What follows belongs to an exercise in optimizing a design on an open flow for small area; a production flow would make more cautious choices. Only simulation tests tie the RTL to the original design; equivalence was not proved. The flow treats the clock pin as an ideal source. Dropping or thinning the clock tree relies on that and would not hold on a real chip. Power figures rest on the tool's default switching activity, not on a simulated workload.

==> v15: inputs <==
==> flow/design.v (excerpt) <==
module dmqh (
    input  wire        clk,
    input  wire        rst,              
    input  wire        tick_valid,
    input  wire [31:0] tick_cmd,
    output reg         tick_resp_valid,
    output wire [31:0] tick_resp,
    input  wire        host_valid,
    input  wire [31:0] host_cmd,
    output reg         host_resp_valid,
    output wire [31:0] host_resp,
    output wire [11:0] digit_en,
    output wire [7:0]  seg,
    output wire        relay,
    output wire        evt_pending
);
Settings: LEC_CHECK=0, CAP_MARGIN=20, CORE_MARGIN=2, CORE_UTILIZATION=40, PLACE_DENSITY=0.6, SLEW_MARGIN=20; clock period 10.0 ns.
run.sh (not shown) runs the stock make flow with config.mk's settings and CLKGATE_MAP_FILE= SYNTH_SCRIPT=/design/flow/synth_recipe.tcl, a recipe that flattens the netlist after the stock synthesis.
==> v28: changes against v15 <==
--- a/flow/design.v
+++ b/flow/design.v
@@ -78,17 +78,17 @@
     reg [15:0] tlow;
     reg [15:0] thigh;
     reg        t_err;         
     reg [1:0]  t_code;        
     reg [2:0]  h_kind;        
     reg [3:0]  h_arg;         
-    localparam [2:0] K_SMALL = 3'd0;    
-    localparam [2:0] K_ERR   = 3'd1;    
-    localparam [2:0] K_RDDIG = 3'd2;    
-    localparam [2:0] K_WRCHR = 3'd3;    
-    localparam [2:0] K_RDREG = 3'd4;    
+    localparam [2:0] K_SMALL = 3'b000;   
+    localparam [2:0] K_ERR   = 3'b100;   
+    localparam [2:0] K_RDDIG = 3'b001;   
+    localparam [2:0] K_WRCHR = 3'b101;   
+    localparam [2:0] K_RDREG = 3'b010;   
     wire [11:0] en;
     genvar gi;
     generate
         for (gi = 0; gi < 12; gi = gi + 1) begin : g_en
             assign en[gi] = (idx == gi);
         end
@@ -200,16 +200,28 @@
         .dp   (h_f0),
         .e    (h_f1),
         .seg  (enc_byte)
     );
     wire [7:0] chr_byte = {enc_byte[4:2], enc_byte[7:5], enc_byte[1:0]};
     wire [3:0] chr_pos  = 4'd11 - h_sel;
-    wire signed [15:0] temp_s  = h_data;
-    wire signed [15:0] tlow_s  = tlow;
-    wire signed [15:0] thigh_s = thigh;
-    wire relay_new = ~h_f0 & ~(temp_s >= thigh_s) & ((temp_s <= tlow_s) | relay_r);
+    wire [16:0] c_ge_h, c_le_l;
+    assign c_ge_h[0] = 1'b1;
+    assign c_le_l[0] = 1'b1;
+    genvar gc;
+    generate
+        for (gc = 0; gc < 16; gc = gc + 1) begin : g_cmp
+            wire t_b = (gc == 15) ? ~h_data[gc] : h_data[gc];
+            wire h_b = (gc == 15) ? ~thigh[gc]  : thigh[gc];
+            wire l_b = (gc == 15) ? ~tlow[gc]   : tlow[gc];
+            assign c_ge_h[gc+1] = (t_b & ~h_b) | (t_b & c_ge_h[gc]) | (~h_b & c_ge_h[gc]);
+            assign c_le_l[gc+1] = (l_b & ~t_b) | (l_b & c_le_l[gc]) | (~t_b & c_le_l[gc]);
+        end
+    endgenerate
+    wire t_ge_h = c_ge_h[16];
+    wire t_le_l = c_le_l[16];
+    wire relay_new = ~h_f0 & ~t_ge_h & (t_le_l | relay_r);
     wire [3:0] w_addr = is_wrchr ? chr_pos : h_sel;
     wire       w_any  = h_do & (is_wrdig | is_wrchr);
     wire [7:0] w_data = rst ? 8'd0 : (is_wrchr ? chr_byte : h_data[7:0]);
     wire [15:0] th_data = rst ? 16'h8000 : h_data;
     integer i;
     always @(posedge clk) begin
@@ -271,44 +283,38 @@
             h_kind <= K_SMALL;
             h_arg  <= 4'd0;
         end
     end
     assign tick_resp = {2'b00, t_err ? t_code : 2'b00, 22'd0,
                         t_err ? 2'b00 : t_code, t_err ? 4'd0 : idx};
-    wire [7:0] rd_lo = h_arg[1] ? (h_arg[0] ? buf_r[3]  : buf_r[2])
-                                : (h_arg[0] ? buf_r[1]  : buf_r[0]);
-    wire [7:0] rd_md = h_arg[1] ? (h_arg[0] ? buf_r[7]  : buf_r[6])
-                                : (h_arg[0] ? buf_r[5]  : buf_r[4]);
-    wire [7:0] rd_hi = h_arg[1] ? (h_arg[0] ? buf_r[11] : buf_r[10])
-                                : (h_arg[0] ? buf_r[9]  : buf_r[8]);
-    wire [7:0] rd_byte = h_arg[3] ? rd_hi : (h_arg[2] ? rd_md : rd_lo);
-    reg [15:0] reg_val;
-    always @* begin
-        case (h_arg)
-            4'd0:    reg_val = {12'd0, idx_rd};
-            4'd1:    reg_val = {4'd0, en};
-            4'd2:    reg_val = {8'd0, segout};
-            4'd3:    reg_val = {13'd0, lastbtn, lastph};
-            4'd4:    reg_val = {14'd0, mbox};
-            4'd5:    reg_val = {15'd0, relay_r};
-            4'd6:    reg_val = tlow;
-            4'd7:    reg_val = thigh;
-            4'd8:    reg_val = 16'h050C;
-            4'd9:    reg_val = 16'h0001;
-            default: reg_val = 16'd0;
-        endcase
-    end
+    wire [11:0] a_dec;
+    generate
+        for (gi = 0; gi < 12; gi = gi + 1) begin : g_adec
+            assign a_dec[gi] = (h_arg == gi);
+        end
+    endgenerate
+    wire k_buf = h_kind[0];
+    wire k_reg = h_kind[1];
+    wire k_x   = h_kind[2];
     reg [15:0] h_value;
-    reg [2:0]  h_stat_out;
+    integer k;
     always @* begin
-        h_stat_out = 3'd0;
-        case (h_kind)
-            K_SMALL: h_value = {14'd0, h_arg[1:0]};
-            K_ERR:   begin h_value = 16'd0; h_stat_out = h_arg[2:0]; end
-            K_RDDIG: h_value = {8'd0, rd_byte};
-            K_WRCHR: h_value = {4'd0, h_arg, rd_byte};
-            K_RDREG: h_value = reg_val;
-            default: h_value = 16'd0;
-        endcase
+        h_value = 16'd0;
+        for (k = 0; k < 12; k = k + 1)
+            h_value[7:0] = h_value[7:0] | ({8{k_buf & a_dec[k]}} & buf_r[k]);
+        h_value[11:8] = {4{k_buf & k_x}} & h_arg;
+        h_value[1:0]  = h_value[1:0] | ({2{~k_buf & ~k_reg & ~k_x}} & h_arg[1:0]);
+        h_value = h_value
+                | ({16{k_reg & a_dec[0]}} & {12'd0, idx_rd})
+                | ({16{k_reg & a_dec[1]}} & {4'd0, en})
+                | ({16{k_reg & a_dec[2]}} & {8'd0, segout})
+                | ({16{k_reg & a_dec[3]}} & {13'd0, lastbtn, lastph})
+                | ({16{k_reg & a_dec[4]}} & {14'd0, mbox})
+                | ({16{k_reg & a_dec[5]}} & {15'd0, relay_r})
+                | ({16{k_reg & a_dec[6]}} & tlow)
+                | ({16{k_reg & a_dec[7]}} & thigh)
+                | ({16{k_reg & a_dec[8]}} & 16'h050C)
+                | ({16{k_reg & a_dec[9]}} & 16'h0001);
     end
+    wire [2:0] h_stat_out = {3{~k_buf & ~k_reg & k_x}} & h_arg[2:0];
     assign host_resp = {1'b0, h_stat_out, 12'd0, h_value};
 endmodule
==> flow/flow/run.sh (new file) <==
#!/bin/bash
# Standard layout, with the smallest buffer on the ports and a clock tree
# without dummy loads.
set -euo pipefail
export BUFFER_PORTS_ARGS="-buffer_cell sky130_fd_sc_hd__buf_1"
export CTS_ARGS="-sink_clustering_enable -repair_clock_nets -dont_use_dummy_load"
bash standard.sh > flow.log 2>&1
==> flow/standard.sh (new file) <==
#!/bin/bash
# synth_recipe.tcl (not shown) runs the flow's synth.tcl, then flattens the netlist and writes it again
# the make line also repeats each setting of config.mk as NAME=value (left out here)
make -C /OpenROAD-flow-scripts/flow DESIGN_CONFIG=/design/flow/config.mk WORK_HOME=/design/flow/orfs CLKGATE_MAP_FILE= SYNTH_SCRIPT=/design/flow/synth_recipe.tcl "${@:-finish}"
removed: flow/run.sh
==> v6: changes against v15 <==
--- a/flow/design.v
+++ b/flow/design.v
@@ -78,17 +78,17 @@
     reg [15:0] tlow;
     reg [15:0] thigh;
     reg        t_err;         
     reg [1:0]  t_code;        
     reg [2:0]  h_kind;        
     reg [3:0]  h_arg;         
-    localparam [2:0] K_SMALL = 3'd0;    
-    localparam [2:0] K_ERR   = 3'd1;    
-    localparam [2:0] K_RDDIG = 3'd2;    
-    localparam [2:0] K_WRCHR = 3'd3;    
-    localparam [2:0] K_RDREG = 3'd4;    
+    localparam [2:0] K_SMALL = 3'b000;   
+    localparam [2:0] K_ERR   = 3'b100;   
+    localparam [2:0] K_RDDIG = 3'b001;   
+    localparam [2:0] K_WRCHR = 3'b101;   
+    localparam [2:0] K_RDREG = 3'b010;   
     wire [11:0] en;
     genvar gi;
     generate
         for (gi = 0; gi < 12; gi = gi + 1) begin : g_en
             assign en[gi] = (idx == gi);
         end
@@ -200,16 +200,28 @@
         .dp   (h_f0),
         .e    (h_f1),
         .seg  (enc_byte)
     );
     wire [7:0] chr_byte = {enc_byte[4:2], enc_byte[7:5], enc_byte[1:0]};
     wire [3:0] chr_pos  = 4'd11 - h_sel;
-    wire signed [15:0] temp_s  = h_data;
-    wire signed [15:0] tlow_s  = tlow;
-    wire signed [15:0] thigh_s = thigh;
-    wire relay_new = ~h_f0 & ~(temp_s >= thigh_s) & ((temp_s <= tlow_s) | relay_r);
+    wire [16:0] c_ge_h, c_le_l;
+    assign c_ge_h[0] = 1'b1;
+    assign c_le_l[0] = 1'b1;
+    genvar gc;
+    generate
+        for (gc = 0; gc < 16; gc = gc + 1) begin : g_cmp
+            wire t_b = (gc == 15) ? ~h_data[gc] : h_data[gc];
+            wire h_b = (gc == 15) ? ~thigh[gc]  : thigh[gc];
+            wire l_b = (gc == 15) ? ~tlow[gc]   : tlow[gc];
+            assign c_ge_h[gc+1] = (t_b & ~h_b) | (t_b & c_ge_h[gc]) | (~h_b & c_ge_h[gc]);
+            assign c_le_l[gc+1] = (l_b & ~t_b) | (l_b & c_le_l[gc]) | (~t_b & c_le_l[gc]);
+        end
+    endgenerate
+    wire t_ge_h = c_ge_h[16];
+    wire t_le_l = c_le_l[16];
+    wire relay_new = ~h_f0 & ~t_ge_h & (t_le_l | relay_r);
     wire [3:0] w_addr = is_wrchr ? chr_pos : h_sel;
     wire       w_any  = h_do & (is_wrdig | is_wrchr);
     wire [7:0] w_data = rst ? 8'd0 : (is_wrchr ? chr_byte : h_data[7:0]);
     wire [15:0] th_data = rst ? 16'h8000 : h_data;
     integer i;
     always @(posedge clk) begin
@@ -271,44 +283,38 @@
             h_kind <= K_SMALL;
             h_arg  <= 4'd0;
         end
     end
     assign tick_resp = {2'b00, t_err ? t_code : 2'b00, 22'd0,
                         t_err ? 2'b00 : t_code, t_err ? 4'd0 : idx};
-    wire [7:0] rd_lo = h_arg[1] ? (h_arg[0] ? buf_r[3]  : buf_r[2])
-                                : (h_arg[0] ? buf_r[1]  : buf_r[0]);
-    wire [7:0] rd_md = h_arg[1] ? (h_arg[0] ? buf_r[7]  : buf_r[6])
-                                : (h_arg[0] ? buf_r[5]  : buf_r[4]);
-    wire [7:0] rd_hi = h_arg[1] ? (h_arg[0] ? buf_r[11] : buf_r[10])
-                                : (h_arg[0] ? buf_r[9]  : buf_r[8]);
-    wire [7:0] rd_byte = h_arg[3] ? rd_hi : (h_arg[2] ? rd_md : rd_lo);
-    reg [15:0] reg_val;
-    always @* begin
-        case (h_arg)
-            4'd0:    reg_val = {12'd0, idx_rd};
-            4'd1:    reg_val = {4'd0, en};
-            4'd2:    reg_val = {8'd0, segout};
-            4'd3:    reg_val = {13'd0, lastbtn, lastph};
-            4'd4:    reg_val = {14'd0, mbox};
-            4'd5:    reg_val = {15'd0, relay_r};
-            4'd6:    reg_val = tlow;
-            4'd7:    reg_val = thigh;
-            4'd8:    reg_val = 16'h050C;
-            4'd9:    reg_val = 16'h0001;
-            default: reg_val = 16'd0;
-        endcase
-    end
+    wire [11:0] a_dec;
+    generate
+        for (gi = 0; gi < 12; gi = gi + 1) begin : g_adec
+            assign a_dec[gi] = (h_arg == gi);
+        end
+    endgenerate
+    wire k_buf = h_kind[0];
+    wire k_reg = h_kind[1];
+    wire k_x   = h_kind[2];
     reg [15:0] h_value;
-    reg [2:0]  h_stat_out;
+    integer k;
     always @* begin
-        h_stat_out = 3'd0;
-        case (h_kind)
-            K_SMALL: h_value = {14'd0, h_arg[1:0]};
-            K_ERR:   begin h_value = 16'd0; h_stat_out = h_arg[2:0]; end
-            K_RDDIG: h_value = {8'd0, rd_byte};
-            K_WRCHR: h_value = {4'd0, h_arg, rd_byte};
-            K_RDREG: h_value = reg_val;
-            default: h_value = 16'd0;
-        endcase
+        h_value = 16'd0;
+        for (k = 0; k < 12; k = k + 1)
+            h_value[7:0] = h_value[7:0] | ({8{k_buf & a_dec[k]}} & buf_r[k]);
+        h_value[11:8] = {4{k_buf & k_x}} & h_arg;
+        h_value[1:0]  = h_value[1:0] | ({2{~k_buf & ~k_reg & ~k_x}} & h_arg[1:0]);
+        h_value = h_value
+                | ({16{k_reg & a_dec[0]}} & {12'd0, idx_rd})
+                | ({16{k_reg & a_dec[1]}} & {4'd0, en})
+                | ({16{k_reg & a_dec[2]}} & {8'd0, segout})
+                | ({16{k_reg & a_dec[3]}} & {13'd0, lastbtn, lastph})
+                | ({16{k_reg & a_dec[4]}} & {14'd0, mbox})
+                | ({16{k_reg & a_dec[5]}} & {15'd0, relay_r})
+                | ({16{k_reg & a_dec[6]}} & tlow)
+                | ({16{k_reg & a_dec[7]}} & thigh)
+                | ({16{k_reg & a_dec[8]}} & 16'h050C)
+                | ({16{k_reg & a_dec[9]}} & 16'h0001);
     end
+    wire [2:0] h_stat_out = {3{~k_buf & ~k_reg & k_x}} & h_arg[2:0];
     assign host_resp = {1'b0, h_stat_out, 12'd0, h_value};
 endmodule
Settings changed: CTS_BUF_LIST set to sky130_fd_sc_hd__clkbuf_4 sky130_fd_sc_hd__clkbuf_8.
==> notes.md <==
|  | v28 | v6 | v15 |
|---|---|---|---|
| Number of buffers and inverters on the critical path | 2 | 1 | 2 |
| Die outline width | 155 µm | 155 µm | 161 µm |
| Critical Path Max Stage Delay | 0.43 ns | 0.89 ns | 0.76 ns |
| Layout Skew | 0.0177 ns | 0.0151 ns | 0.00931 ns |
| Area share of the largest cell type after synthesis | 46.4% | 46.4% | 42.7% |
| Non-clock inverter count | 37 | 37 | 48 |
| Total global routing track utilization | 25.9% | 26.5% | 22.8% |
| Final hold slack | 0.542 ns | 0.545 ns | 0.548 ns |
| Final worst path period need | 4.98 ns | 5.50 ns | 5.44 ns |
| Comb pwr share | 12.7% | 14.2% | 18.9% |
| Floorplan core area | 0.0224 mm² | 0.0224 mm² | 0.0242 mm² |
| PnR worst setup slack | 5.02 ns | 4.50 ns | 4.56 ns |
| Req. time, crit path | 10.07 ns | 8.00 ns | 10.06 ns |
| Adder and majority cell fraction of the synthesized area | 3.04% | 3.04% | 5.59% |
| Placed Instances | 1237 | 1234 | 1305 |
| Result of the run | timing/DRC/antenna clean | timing/DRC/antenna clean | timing/DRC/antenna clean |
| Timing endpoint of the critical path | buf_r[6][0] | host_resp[0] | thigh[8] |
| Number of filler cells placed in the layout | 2102 | 2062 | 2202 |
| Slew @ Worst Pin | 1.07 ns | 1.18 ns | 1.05 ns |

==> v36 <==
dmqh with an RTL version that a note above also has.
export LEC_CHECK = 0
export CAP_MARGIN = 10
export CORE_MARGIN = 2
export CORE_UTILIZATION = 40
export GPL_TIMING_DRIVEN = 0
export PLACE_DENSITY = 0.6
export SLEW_MARGIN = 10
create_clock -name core_clock -period 10.0 [get_ports {clk}]
standard.sh (not shown) runs the stock make flow with config.mk's settings and CLKGATE_MAP_FILE= SYNTH_SCRIPT=/design/flow/synth_recipe.tcl, a recipe that flattens the netlist after the stock synthesis.
==> flow/flow/run.sh <==
#!/bin/bash
# The standard layout, with these changes:
#  - synthesis: the standard synthesis script, but with an area-oriented ABC
#    script and without extract_fa (the registers are the same);
#  - the smallest buffer (buf_1) on the ports;
#  - a hand-built two-level clock tree (flow/manual_cts.tcl): one root
#    buffer driving one leaf buffer per k-means cluster of flip-flops, with
#    the fewest leaves whose estimated clock-pin slew is at most 105 ps.
# make's output goes to flow.log; each step's full log is under orfs/logs.
set -euo pipefail
W=$(pwd)
export MY_ABC_SCRIPT=$W/flow/abc_area.script
export BUFFER_PORTS_ARGS="-buffer_cell sky130_fd_sc_hd__buf_1"
export PRE_CTS_TCL=$W/flow/manual_cts.tcl
export MY_CTS_MIN_LEAVES=9
export MY_CTS_LEAVES=13
export MY_CTS_SLEW_TARGET=0.105
export MY_CTS_LEAF_CELL=sky130_fd_sc_hd__clkbuf_8
export MY_CTS_ROOT_CELL=sky130_fd_sc_hd__clkbuf_4
export MY_CTS_SLACK=0
sed "s|SYNTH_SCRIPT=[^ ]*|SYNTH_SCRIPT=$W/flow/my_synth.tcl REMOVE_ABC_BUFFERS=1|" standard.sh > my_standard.sh
grep -q "SYNTH_SCRIPT=$W/flow/my_synth.tcl" my_standard.sh
bash my_standard.sh > flow.log 2>&1
==> flow/flow/abc_area.script <==
strash
&get -n
&deepsyn -J 50
&put
&get -n
&dch -f
&nf -a -R 1000
&st
&dch -f
&nf -a -R 1000
&put
topo
==> flow/flow/manual_cts.tcl <==
# Clock tree built by hand in place of TritonCTS's H-tree: the flip-flops
# are split into clusters by k-means on their placement, each cluster is
# driven by one leaf clock buffer at its centroid, and one root buffer at
# the centroid of the leaves drives the leaves from the clock port.
proc manual_clock_tree {n_leaves leaf_cell root_cell} {
  set db [ord::get_db]
  set block [ord::get_db_block]
  set clk_net [$block findNet clk]
  set leaf_master [$db findMaster $leaf_cell]
  set root_master [$db findMaster $root_cell]
  set sinks {}
  set xs {}
  set ys {}
  foreach it [$clk_net getITerms] {
    set inst [$it getInst]
    set loc [$inst getLocation]
    set m [$inst getMaster]
    lappend sinks $it
    lappend xs [expr {[lindex $loc 0] + [$m getWidth] / 2}]
    lappend ys [expr {[lindex $loc 1] + [$m getHeight] / 2}]
  }
  set n [llength $sinks]
  # k-means, seeded with sinks spread along the sorted x order
  set order [lsort -integer -indices $xs]
  set cx {}
  set cy {}
  for {set k 0} {$k < $n_leaves} {incr k} {
    set i [lindex $order [expr {int(($k + 0.5) * $n / $n_leaves)}]]
    lappend cx [lindex $xs $i]
    lappend cy [lindex $ys $i]
  }
  # k-means with a cap on the sinks per cluster: each round assigns the
  # (sink, cluster) pairs in order of distance, skipping full clusters
  set cap [expr {($n + $n_leaves - 1) / $n_leaves + $::env(MY_CTS_SLACK)}]
  for {set iter 0} {$iter < 30} {incr iter} {
    set pairs {}
    for {set i 0} {$i < $n} {incr i} {
      for {set k 0} {$k < $n_leaves} {incr k} {
        lappend pairs [list [expr {abs([lindex $xs $i] - [lindex $cx $k]) + abs([lindex $ys $i] - [lindex $cy $k])}] $i $k]
      }
    }
    set pairs [lsort -real -index 0 $pairs]
    set assign [lrepeat $n -1]
    set count [lrepeat $n_leaves 0]
    foreach p $pairs {
      lassign $p d i k
      if {[lindex $assign $i] >= 0} { continue }
      if {[lindex $count $k] >= $cap} { continue }
      lset assign $i $k
      lset count $k [expr {[lindex $count $k] + 1}]
    }
    set ncx {}
    set ncy {}
    for {set k 0} {$k < $n_leaves} {incr k} {
      set sx 0.0; set sy 0.0; set c 0
      for {set i 0} {$i < $n} {incr i} {
        if {[lindex $assign $i] == $k} {
          set sx [expr {$sx + [lindex $xs $i]}]
          set sy [expr {$sy + [lindex $ys $i]}]
          incr c
        }
      }
      if {$c > 0} {
        lappend ncx [expr {int($sx / $c)}]
        lappend ncy [expr {int($sy / $c)}]
      } else {
        lappend ncx [lindex $cx $k]
        lappend ncy [lindex $cy $k]
      }
    }
    set cx $ncx
    set cy $ncy
  }
  # root buffer and its net
  set root_net [odb::dbNet_create $block "clknet_root"]
  $root_net setSigType CLOCK
  set root [odb::dbInst_create $block $root_master "clkbuf_root"]
  set ::mcts_insts [list $root]
  set ::mcts_nets [list $root_net]
  set ::mcts_sinks $sinks
  [$root findITerm A] connect $clk_net
  [$root findITerm X] connect $root_net
  set rx 0.0; set ry 0.0; set used 0
  for {set k 0} {$k < $n_leaves} {incr k} {
    set members {}
    for {set i 0} {$i < $n} {incr i} {
      if {[lindex $assign $i] == $k} { lappend members [lindex $sinks $i] }
    }
    if {[llength $members] == 0} { continue }
    set net [odb::dbNet_create $block "clknet_leaf_$k"]
    $net setSigType CLOCK
    set buf [odb::dbInst_create $block $leaf_master "clkbuf_leaf_$k"]
    lappend ::mcts_insts $buf
    lappend ::mcts_nets $net
    [$buf findITerm A] connect $root_net
    [$buf findITerm X] connect $net
    foreach it $members {
      $it disconnect
      $it connect $net
    }
    $buf setLocation [lindex $cx $k] [lindex $cy $k]
    $buf setPlacementStatus PLACED
    set rx [expr {$rx + [lindex $cx $k]}]
    set ry [expr {$ry + [lindex $cy $k]}]
    incr used
    puts "manual CTS: leaf $k drives [llength $members] sinks"
  }
  $root setLocation [expr {int($rx / $used)}] [expr {int($ry / $used)}]
  $root setPlacementStatus PLACED
  global_connect
  puts "manual CTS: 1 root $root_cell, $used leaves $leaf_cell"
}

# Undo manual_clock_tree: the sinks go back on the clock net.
proc undo_manual_clock_tree {} {
  set block [ord::get_db_block]
  set clk_net [$block findNet clk]
  foreach it $::mcts_sinks {
    $it disconnect
    $it connect $clk_net
  }
  foreach inst $::mcts_insts { odb::dbInst_destroy $inst }
  foreach net $::mcts_nets { odb::dbNet_destroy $net }
}

# Worst slew at a flip-flop clock pin, from placement parasitics.
proc worst_clock_pin_slew {} {
  estimate_parasitics -placement
  set worst 0
  foreach p [get_pins -hierarchical */CLK] {
    set s [get_property $p slew_max]
    if {$s > $worst} { set worst $s }
  }
  return $worst
}

# Used as ORFS's PRE_CTS_TCL hook: the CTS step's clock_tree_synthesis call
# builds the tree above instead, with the fewest leaf buffers (from
# MY_CTS_MIN_LEAVES up) whose estimated clock-pin slew is at most
# MY_CTS_SLEW_TARGET (in the library's time unit); MY_CTS_LEAVES is the
# fallback.
proc clock_tree_synthesis {args} {
  set_propagated_clock [all_clocks]
  for {set n $::env(MY_CTS_MIN_LEAVES)} {$n < $::env(MY_CTS_LEAVES)} {incr n} {
    manual_clock_tree $n $::env(MY_CTS_LEAF_CELL) $::env(MY_CTS_ROOT_CELL)
    set w [worst_clock_pin_slew]
    puts "manual CTS: $n leaves, worst clock-pin slew $w"
    if {$w <= $::env(MY_CTS_SLEW_TARGET)} { return }
    undo_manual_clock_tree
  }
  manual_clock_tree $::env(MY_CTS_LEAVES) $::env(MY_CTS_LEAF_CELL) $::env(MY_CTS_ROOT_CELL)
  puts "manual CTS: $::env(MY_CTS_LEAVES) leaves, worst clock-pin slew [worst_clock_pin_slew]"
}
Other scripts of this flow, unchanged in this note and not shown: flow/flow/my_synth.tcl
==> v31: changes against v36 <==
==> flow/flow/run.sh (replaced) <==
#!/bin/bash
# The standard layout, with these changes:
#  - synthesis: the standard synthesis script, but with an area-oriented ABC
#    script and without extract_fa (the registers are the same);
#  - the smallest buffer (buf_1) on the ports;
#  - a hand-built two-level clock tree (flow/manual_cts.tcl): one root
#    buffer driving one leaf buffer per k-means cluster of flip-flops.
# make's output goes to flow.log; each step's full log is under orfs/logs.
set -euo pipefail
W=$(pwd)
export MY_ABC_SCRIPT=$W/flow/abc_area.script
export BUFFER_PORTS_ARGS="-buffer_cell sky130_fd_sc_hd__buf_1"
export PRE_CTS_TCL=$W/flow/manual_cts.tcl
export MY_CTS_LEAVES=12
export MY_CTS_LEAF_CELL=sky130_fd_sc_hd__clkbuf_8
export MY_CTS_ROOT_CELL=sky130_fd_sc_hd__clkbuf_8
sed "s|SYNTH_SCRIPT=[^ ]*|SYNTH_SCRIPT=$W/flow/my_synth.tcl|" standard.sh > my_standard.sh
grep -q "SYNTH_SCRIPT=$W/flow/my_synth.tcl" my_standard.sh
bash my_standard.sh > flow.log 2>&1
==> flow/flow/abc_area.script (replaced) <==
strash
&get -n
&deepsyn -J 50
&put
&get -n
&dch -f
&nf -a
&put
topo
--- a/flow/flow/manual_cts.tcl
+++ b/flow/flow/manual_cts.tcl
@@ -31,21 +31,12 @@
   }
-  # k-means with a cap on the sinks per cluster: each round assigns the
-  # (sink, cluster) pairs in order of distance, skipping full clusters
-  set cap [expr {($n + $n_leaves - 1) / $n_leaves + $::env(MY_CTS_SLACK)}]
-  for {set iter 0} {$iter < 30} {incr iter} {
-    set pairs {}
+  for {set iter 0} {$iter < 50} {incr iter} {
+    set assign {}
     for {set i 0} {$i < $n} {incr i} {
+      set best 0
+      set bd 1e30
       for {set k 0} {$k < $n_leaves} {incr k} {
-        lappend pairs [list [expr {abs([lindex $xs $i] - [lindex $cx $k]) + abs([lindex $ys $i] - [lindex $cy $k])}] $i $k]
+        set d [expr {abs([lindex $xs $i] - [lindex $cx $k]) + abs([lindex $ys $i] - [lindex $cy $k])}]
+        if {$d < $bd} { set bd $d; set best $k }
       }
-    }
-    set pairs [lsort -real -index 0 $pairs]
-    set assign [lrepeat $n -1]
-    set count [lrepeat $n_leaves 0]
-    foreach p $pairs {
-      lassign $p d i k
-      if {[lindex $assign $i] >= 0} { continue }
-      if {[lindex $count $k] >= $cap} { continue }
-      lset assign $i $k
-      lset count $k [expr {[lindex $count $k] + 1}]
+      lappend assign $best
     }
@@ -77,5 +68,2 @@
   set root [odb::dbInst_create $block $root_master "clkbuf_root"]
-  set ::mcts_insts [list $root]
-  set ::mcts_nets [list $root_net]
-  set ::mcts_sinks $sinks
   [$root findITerm A] connect $clk_net
@@ -92,4 +80,2 @@
     set buf [odb::dbInst_create $block $leaf_master "clkbuf_leaf_$k"]
-    lappend ::mcts_insts $buf
-    lappend ::mcts_nets $net
     [$buf findITerm A] connect $root_net
@@ -113,41 +99,7 @@
 
-# Undo manual_clock_tree: the sinks go back on the clock net.
-proc undo_manual_clock_tree {} {
-  set block [ord::get_db_block]
-  set clk_net [$block findNet clk]
-  foreach it $::mcts_sinks {
-    $it disconnect
-    $it connect $clk_net
-  }
-  foreach inst $::mcts_insts { odb::dbInst_destroy $inst }
-  foreach net $::mcts_nets { odb::dbNet_destroy $net }
+# Used as ORFS's PRE_CTS_TCL hook: the CTS step's clock_tree_synthesis call
+# builds the tree above instead.
+proc clock_tree_synthesis {args} {
+  manual_clock_tree $::env(MY_CTS_LEAVES) $::env(MY_CTS_LEAF_CELL) $::env(MY_CTS_ROOT_CELL)
+  set_propagated_clock [all_clocks]
 }
-
-# Worst slew at a flip-flop clock pin, from placement parasitics.
-proc worst_clock_pin_slew {} {
-  estimate_parasitics -placement
-  set worst 0
-  foreach p [get_pins -hierarchical */CLK] {
-    set s [get_property $p slew_max]
-    if {$s > $worst} { set worst $s }
-  }
-  return $worst
-}
-
-# Used as ORFS's PRE_CTS_TCL hook: the CTS step's clock_tree_synthesis call
-# builds the tree above instead, with the fewest leaf buffers (from
-# MY_CTS_MIN_LEAVES up) whose estimated clock-pin slew is at most
-# MY_CTS_SLEW_TARGET (in the library's time unit); MY_CTS_LEAVES is the
-# fallback.
-proc clock_tree_synthesis {args} {
-  set_propagated_clock [all_clocks]
-  for {set n $::env(MY_CTS_MIN_LEAVES)} {$n < $::env(MY_CTS_LEAVES)} {incr n} {
-    manual_clock_tree $n $::env(MY_CTS_LEAF_CELL) $::env(MY_CTS_ROOT_CELL)
-    set w [worst_clock_pin_slew]
-    puts "manual CTS: $n leaves, worst clock-pin slew $w"
-    if {$w <= $::env(MY_CTS_SLEW_TARGET)} { return }
-    undo_manual_clock_tree
-  }
-  manual_clock_tree $::env(MY_CTS_LEAVES) $::env(MY_CTS_LEAF_CELL) $::env(MY_CTS_ROOT_CELL)
-  puts "manual CTS: $::env(MY_CTS_LEAVES) leaves, worst clock-pin slew [worst_clock_pin_slew]"
-}
CAP_MARGIN = 0   (was 10)
CORE_UTILIZATION = 60   (was 40)
GPL_TIMING_DRIVEN = unset   (was 0)
PLACE_DENSITY = 0.75   (was 0.6)
SLEW_MARGIN = 0   (was 10)
==> v14: changes against v36 <==
==> flow/flow/run.sh (replaced) <==
#!/bin/bash
# The standard layout, with these changes:
#  - synthesis: the standard synthesis script, but with an area-oriented ABC
#    script and without extract_fa (the registers are the same);
#  - the smallest buffer (buf_1) on the ports;
#  - a hand-built two-level clock tree (flow/manual_cts.tcl): one root
#    buffer driving one leaf buffer per k-means cluster of flip-flops.
# make's output goes to flow.log; each step's full log is under orfs/logs.
set -euo pipefail
W=$(pwd)
export MY_ABC_SCRIPT=$W/flow/abc_area.script
export BUFFER_PORTS_ARGS="-buffer_cell sky130_fd_sc_hd__buf_1"
export PRE_CTS_TCL=$W/flow/manual_cts.tcl
export MY_CTS_LEAVES=12
export MY_CTS_LEAF_CELL=sky130_fd_sc_hd__clkbuf_8
export MY_CTS_ROOT_CELL=sky130_fd_sc_hd__clkbuf_8
sed "s|SYNTH_SCRIPT=[^ ]*|SYNTH_SCRIPT=$W/flow/my_synth.tcl|" standard.sh > my_standard.sh
grep -q "SYNTH_SCRIPT=$W/flow/my_synth.tcl" my_standard.sh
bash my_standard.sh > flow.log 2>&1
==> flow/flow/abc_area.script (replaced) <==
strash
&get -n
&deepsyn -J 50
&put
&get -n
&dch -f
&nf -a
&put
topo
--- a/flow/flow/manual_cts.tcl
+++ b/flow/flow/manual_cts.tcl
@@ -31,21 +31,12 @@
   }
-  # k-means with a cap on the sinks per cluster: each round assigns the
-  # (sink, cluster) pairs in order of distance, skipping full clusters
-  set cap [expr {($n + $n_leaves - 1) / $n_leaves + $::env(MY_CTS_SLACK)}]
-  for {set iter 0} {$iter < 30} {incr iter} {
-    set pairs {}
+  for {set iter 0} {$iter < 50} {incr iter} {
+    set assign {}
     for {set i 0} {$i < $n} {incr i} {
+      set best 0
+      set bd 1e30
       for {set k 0} {$k < $n_leaves} {incr k} {
-        lappend pairs [list [expr {abs([lindex $xs $i] - [lindex $cx $k]) + abs([lindex $ys $i] - [lindex $cy $k])}] $i $k]
+        set d [expr {abs([lindex $xs $i] - [lindex $cx $k]) + abs([lindex $ys $i] - [lindex $cy $k])}]
+        if {$d < $bd} { set bd $d; set best $k }
       }
-    }
-    set pairs [lsort -real -index 0 $pairs]
-    set assign [lrepeat $n -1]
-    set count [lrepeat $n_leaves 0]
-    foreach p $pairs {
-      lassign $p d i k
-      if {[lindex $assign $i] >= 0} { continue }
-      if {[lindex $count $k] >= $cap} { continue }
-      lset assign $i $k
-      lset count $k [expr {[lindex $count $k] + 1}]
+      lappend assign $best
     }
@@ -77,5 +68,2 @@
   set root [odb::dbInst_create $block $root_master "clkbuf_root"]
-  set ::mcts_insts [list $root]
-  set ::mcts_nets [list $root_net]
-  set ::mcts_sinks $sinks
   [$root findITerm A] connect $clk_net
@@ -92,4 +80,2 @@
     set buf [odb::dbInst_create $block $leaf_master "clkbuf_leaf_$k"]
-    lappend ::mcts_insts $buf
-    lappend ::mcts_nets $net
     [$buf findITerm A] connect $root_net
@@ -113,41 +99,7 @@
 
-# Undo manual_clock_tree: the sinks go back on the clock net.
-proc undo_manual_clock_tree {} {
-  set block [ord::get_db_block]
-  set clk_net [$block findNet clk]
-  foreach it $::mcts_sinks {
-    $it disconnect
-    $it connect $clk_net
-  }
-  foreach inst $::mcts_insts { odb::dbInst_destroy $inst }
-  foreach net $::mcts_nets { odb::dbNet_destroy $net }
+# Used as ORFS's PRE_CTS_TCL hook: the CTS step's clock_tree_synthesis call
+# builds the tree above instead.
+proc clock_tree_synthesis {args} {
+  manual_clock_tree $::env(MY_CTS_LEAVES) $::env(MY_CTS_LEAF_CELL) $::env(MY_CTS_ROOT_CELL)
+  set_propagated_clock [all_clocks]
 }
-
-# Worst slew at a flip-flop clock pin, from placement parasitics.
-proc worst_clock_pin_slew {} {
-  estimate_parasitics -placement
-  set worst 0
-  foreach p [get_pins -hierarchical */CLK] {
-    set s [get_property $p slew_max]
-    if {$s > $worst} { set worst $s }
-  }
-  return $worst
-}
-
-# Used as ORFS's PRE_CTS_TCL hook: the CTS step's clock_tree_synthesis call
-# builds the tree above instead, with the fewest leaf buffers (from
-# MY_CTS_MIN_LEAVES up) whose estimated clock-pin slew is at most
-# MY_CTS_SLEW_TARGET (in the library's time unit); MY_CTS_LEAVES is the
-# fallback.
-proc clock_tree_synthesis {args} {
-  set_propagated_clock [all_clocks]
-  for {set n $::env(MY_CTS_MIN_LEAVES)} {$n < $::env(MY_CTS_LEAVES)} {incr n} {
-    manual_clock_tree $n $::env(MY_CTS_LEAF_CELL) $::env(MY_CTS_ROOT_CELL)
-    set w [worst_clock_pin_slew]
-    puts "manual CTS: $n leaves, worst clock-pin slew $w"
-    if {$w <= $::env(MY_CTS_SLEW_TARGET)} { return }
-    undo_manual_clock_tree
-  }
-  manual_clock_tree $::env(MY_CTS_LEAVES) $::env(MY_CTS_LEAF_CELL) $::env(MY_CTS_ROOT_CELL)
-  puts "manual CTS: $::env(MY_CTS_LEAVES) leaves, worst clock-pin slew [worst_clock_pin_slew]"
-}
CAP_MARGIN = 0   (was 10)
GPL_TIMING_DRIVEN = unset   (was 0)
SLEW_MARGIN = 0   (was 10)
==> comparison table <==
Result of the run: v36 timing/DRC/antenna clean; v14 timing/DRC/antenna clean; v31 timing/DRC/antenna clean
Full die area: v36 0.0214 mm2; v14 0.0216 mm2; v31 0.0146 mm2
Worst-case headroom to the max-slew limit: v36 11.2%; v14 24.2%; v31 18.4%
Source of the worst hold timing path: v36 lastbtn; v14 mbox[1]; v31 mbox[1]
Overall die height: v36 146 um; v14 147 um; v31 121 um
First-pass DRT Iterations: v36 6; v14 10; v31 7
Leakage component of the power: v36 2.86 nW; v14 2.91 nW; v31 2.92 nW
Combinational power: v36 0.168 mW; v14 0.171 mW; v31 0.169 mW
Proportion of layout cells with a drive suffix above 1: v36 3.16%; v14 3.66%; v31 3.43%
Die width: v36 146 um; v14 147 um; v31 121 um
Cell Pwr Density: v36 144 mW/mm2; v14 144 mW/mm2; v31 145 mW/mm2
Sequential fraction of design power: v36 63.7%; v14 63.5%; v31 63.8%
Sum of net half-perimeters after detailed placement: v36 19.4 mm; v14 21.6 mm; v31 19.8 mm
Synth cell types: v36 56; v14 59; v31 59
Compound-gate portion of the synthesized area: v36 23.7%; v14 22.5%; v31 22.5%
Power Internal: v36 0.936 mW; v14 0.953 mW; v31 0.952 mW
Cell area after synthesis: v36 0.00809 mm2; v14 0.00818 mm2; v31 0.00818 mm2
Hold EP: v36 lastbtn; v14 mbox[1]; v31 mbox[1]
Syn avg cell area: v36 11.3 um2; v14 11.2 um2; v31 11.2 um2
Maximum operating frequency: v36 142 MHz; v14 172 MHz; v31 169 MHz
Depth of the most critical reg-to-reg path: v36 15; v14 13; v31 13
Final GP Congestion: v36 0.887; v14 0.917; v31 1.05
Fillers: v36 1,873; v14 1,900; v31 1,038
Share of cell area taken by muxes after synthesis: v36 0.247%; v14 0.122%; v31 0.122%
No run of this note takes its clock network from TritonCTS; it comes from the design's own scripts or RTL.

separate check: timing with driven ports:
Ports are ideal in the flow. The routed layouts listed here were re-timed in OpenROAD. Step 1, drivers: a clkbuf_16 drives clk and a buf_2 each remaining input, both assumed. Step 2 also shifts input and output timing later by t, the mid clock arrival at the registers, as if the neighbouring blocks saw the same clock. Slacks: no drivers / after step 1 / after step 2; pairs: no drivers / after step 1.
| run | t, ns | slack for setup (ns) | hold WS [ns] | worst setup path after step 2 |
|---|---|---|---|---|
| v15 | 0.477 | 4.560 / 4.581 / 4.104 | 0.548 / 0.548 / 0.548 | input to register |
| v28 | 0.464 | 5.018 / 5.039 / 4.576 | 0.542 / 0.542 / 0.542 | input to register |
| v6 | 0.500 | 4.498 / 4.457 / 4.167 | 0.545 / 0.545 / 0.545 | input to register |
| v36 | 0.629 | 2.951 / 2.969 / 2.340 | 0.524 / 0.524 / 0.524 | input to register |
| v31 | 0.485 | 4.078 / 4.087 / 3.602 | 0.517 / 0.517 / 0.517 | input to register |
| v14 | 0.495 | 4.187 / 4.196 / 3.701 | 0.535 / 0.535 / 0.535 | input to register |
After both steps setup and hold are still met in every run listed. The setup slack of v36, which loses most, moves by +0.018 ns with the drivers and by -0.611 ns with both steps.
